Background: an optimization exercise with open tools, aiming at small area, a short achievable clock period and few clock cycles. Do not read the settings as production practice. Only simulation tests tie the RTL to the original design; equivalence was not proved. Power is estimated from default activity; no workload was simulated.

==> inputs of trial 91 <==
## m10_numeng
module m10_numeng #(
    parameter [31:0] REF_CLK   = 32'd50000000,
    parameter [31:0] K_MS      = 32'd1000,
    parameter [31:0] K_US      = 32'd1,
    parameter [7:0]  FINE_WRAP = 8'd127
) (
    input  wire        clk,
    input  wire        rst,
    input  wire        tick,
    input  wire        cmd_valid,
    output wire        cmd_ready,
    input  wire [7:0]  cmd_op,
    input  wire [7:0]  cmd_imm,
    input  wire [31:0] cmd_arg,
    output wire        rsp_valid,
    output wire [2:0]  rsp_err,
    output wire [31:0] rsp_data,
    output wire        tx_valid,
    input  wire        tx_ready,
    output wire [7:0]  tx_data
);
    localparam integer MD_K    = 3;             
    localparam [4:0]   MD_LAST = 24 / MD_K - 1;
    localparam [6:0]   FINE_LAST = FINE_WRAP[6:0] - 7'd1;
    localparam [25:0]  NREF = REF_CLK[25:0];
    localparam [1:0] F_DEC = 2'd0;
    localparam [1:0] F_HEX = 2'd1;
    localparam [1:0] F_OCT = 2'd2;
    localparam [1:0] F_BIN = 2'd3;
    function [2:0] top8;
        input [7:0] x;
        begin
            top8[2] = |x[7:4];
            top8[1] = top8[2] ? |x[7:6] : |x[3:2];
            top8[0] = top8[2] ? (top8[1] ? x[7] : x[5]) : (top8[1] ? x[3] : x[1]);
        end
    endfunction
    function [4:0] top32;
        input [31:0] x;
        reg   [3:0]  g;
        reg   [2:0]  gi;
        reg   [7:0]  b;
        integer i;
        begin
            for (i = 0; i < 4; i = i + 1)
  ...
==> flow/config.mk <==
export PLATFORM = sky130hd
export DESIGN_NAME = m10_numeng
export DESIGN_NICKNAME = m10_numeng
export VERILOG_FILES = /design/flow/design.v
export SDC_FILE = /design/flow/constraint.sdc
export NUM_CORES = 4
export LEC_CHECK = 0
export ABC_AREA = 1
export CAP_MARGIN = 20
export CORE_MARGIN = 2
export CORE_UTILIZATION = 40
export PLACE_DENSITY = 0.6
export SETUP_SLACK_MARGIN = 2.5
export SLEW_MARGIN = 20
export TNS_END_PERCENT = 20
==> flow/constraint.sdc <==
create_clock -name core_clock -period 6.0 [get_ports {clk}]
set_input_delay 1.2000 -clock core_clock [delete_from_list [all_inputs] [get_ports {clk}]]
set_output_delay 1.2000 -clock core_clock [all_outputs]
set_load 0.01 [all_outputs]
run.sh (not shown) runs the stock make flow with config.mk's settings and CLKGATE_MAP_FILE= SYNTH_SCRIPT=/design/flow/synth_recipe.tcl, a recipe that flattens the netlist after the stock synthesis.
==> trial 12: changes against trial 91 <==
==> flow/flow/run.sh (new file) <==
#!/bin/bash
# The standard layout (standard.sh: ORFS synthesis to finish, unchanged),
# except that the ports are buffered with sky130_fd_sc_hd__buf_4 instead of the
# cell buffer_ports picks by default (a slow delay buffer, clkdlybuf4s50_1,
# which the platform's footprint-matched sizing can only swap for other delay
# cells). Every input and output port still gets its own buffer.
set -euo pipefail
export BUFFER_PORTS_ARGS="-buffer_cell sky130_fd_sc_hd__buf_4"
bash standard.sh finish > standard.log 2>&1
==> flow/standard.sh (new file) <==
#!/bin/bash
# synth_recipe.tcl (not shown) runs the flow's synth.tcl, then flattens the netlist and writes it again
# the make line also repeats each setting of config.mk as NAME=value (left out here)
make -C /OpenROAD-flow-scripts/flow DESIGN_CONFIG=/design/flow/config.mk WORK_HOME=/design/flow/orfs CLKGATE_MAP_FILE= SYNTH_SCRIPT=/design/flow/synth_recipe.tcl "${@:-finish}"
--- a/flow/config.mk
+++ b/flow/config.mk
@@ -9,7 +9,6 @@
 export CAP_MARGIN = 20
 export CORE_MARGIN = 2
 export CORE_UTILIZATION = 40
 export PLACE_DENSITY = 0.6
 export SETUP_SLACK_MARGIN = 2.5
 export SLEW_MARGIN = 20
-export TNS_END_PERCENT = 20
removed: flow/run.sh
==> trial 23: changes against trial 91 <==
--- a/flow/design.v
+++ b/flow/design.v
@@ -16,13 +16,13 @@
     output wire [2:0]  rsp_err,
     output wire [31:0] rsp_data,
     output wire        tx_valid,
     input  wire        tx_ready,
     output wire [7:0]  tx_data
 );
-    localparam integer MD_K    = 3;             
+    localparam integer MD_K    = 2;             
     localparam [4:0]   MD_LAST = 24 / MD_K - 1;
     localparam [6:0]   FINE_LAST = FINE_WRAP[6:0] - 7'd1;
     localparam [25:0]  NREF = REF_CLK[25:0];
     localparam [1:0] F_DEC = 2'd0;
     localparam [1:0] F_HEX = 2'd1;
     localparam [1:0] F_OCT = 2'd2;
@@ -208,19 +208,13 @@
     wire [7:0] in_fbcd  = nib_bcd(i_u8 ? (u8_hi ? cmd_imm[7:4] : cmd_imm[3:0]) : in_anib);
     wire [2:0] in_tnib  = i_u8 ? {2'd0, u8_hi} : tn_a;
     reg  [31:0] in_low;
     always @(*)
         for (j = 0; j < 8; j = j + 1)
             in_low[4*j +: 4] = (j < in_tnib) ? (i_u8 ? cmd_imm[4*j +: 4] : cmd_arg[4*j +: 4]) : 4'd0;
-    reg  [7:0] az;          
-    always @(*) begin
-        az[0] = ~|cmd_arg[3:0];
-        for (j = 1; j < 8; j = j + 1)
-            az[j] = az[j-1] && ~|cmd_arg[4*j +: 4];
-    end
-    wire [2:0] in_nstart = (tn_n != 3'd7 && az[tn_n]) ? tn_n + 3'd1 : tn_n;
+    wire [2:0] in_nstart = (tn_n == 3'd7) ? 3'd7 : tn_n + 3'd1;
     reg  [39:0] in_rev;
     always @(*) begin
         in_rev[7:0] = 8'd0;
         for (j = 0; j < 8; j = j + 1)
             in_rev[4*(9-j) +: 4] = cmd_arg[4*j +: 4];
     end
--- a/flow/config.mk
+++ b/flow/config.mk
@@ -9,7 +9,6 @@
 export CAP_MARGIN = 20
 export CORE_MARGIN = 2
 export CORE_UTILIZATION = 40
 export PLACE_DENSITY = 0.6
 export SETUP_SLACK_MARGIN = 2.5
 export SLEW_MARGIN = 20
-export TNS_END_PERCENT = 20
==> comparison table <==
metric	trial 12	trial 23	trial 91
Result of the run	no timing/DRC/antenna violations	no timing/DRC/antenna violations	no timing/DRC/antenna violations
Total wire length	102 mm	99.5 mm	98.9 mm
CLK BUF	51	57	57
Crit path time final	3.57 ns	3.54 ns	3.55 ns
Sequential cell fraction of total power	39.6%	41.8%	40.0%
Multi-input combinational area share	52.3%	51.0%	51.5%
Met1 WL	39.7 mm	39.1 mm	39.4 mm
Layout cell share with drive strength beyond 1	18.7%	18.0%	17.2%
Tap cell count	837	782	837
Routing usage on met2	50.4%	50.2%	49.6%
Switching power summed over all nets	1.69 mW	1.55 mW	1.66 mW
Peak supply drop	0.167 mV	0.191 mV	0.200 mV
Cts repair resizes	165	245	252
Routing usage on met1	37.6%	36.7%	36.4%
Critical path's largest stage delay	0.54 ns	0.56 ns	0.52 ns
Post-layout util	49.9%	51.2%	50.4%
Testbench counts of trial 91, summed over its fixed seeds: cycles 24,253.
Testbench counts of trial 12, summed over its fixed seeds: cycles 24,253.
Testbench counts of trial 23, summed over its fixed seeds: cycles 24,638.

-- what the ideal ports hide --
The results above use ideal ports. As a check the final layouts listed here were re-extracted and re-timed, cells and wires unchanged. Step 1: set_driving_cell puts a clkbuf_16 on clk and a buf_2 on each other input, an assumption about the parent block. Step 2 adds t to the input delays and takes it off the output delays; t is the mean of the earliest and latest rising clock arrival at the registers after step 1. Input paths then give back, and output paths get back, about the clock's delay inside the block. Three values: ideal ports, drivers, drivers and shift; two values: the first two.
run	t, ns	setup WS [ns]	hold WS [ns]	pins driven straight from the clock port
trial 91	0.633	2.448 / 2.433 / 1.897	0.427 / 0.427 / 0.427	1
trial 12	0.632	2.426 / 2.426 / 1.913	0.433 / 0.433 / 0.433	1
trial 23	0.623	2.457 / 2.457 / 1.890	0.416 / 0.416 / 0.416	1
After both steps every run listed still meets setup and hold. For trial 23, which loses most, drivers alone change the setup slack by 0.000 ns; drivers and shift together by -0.567 ns.
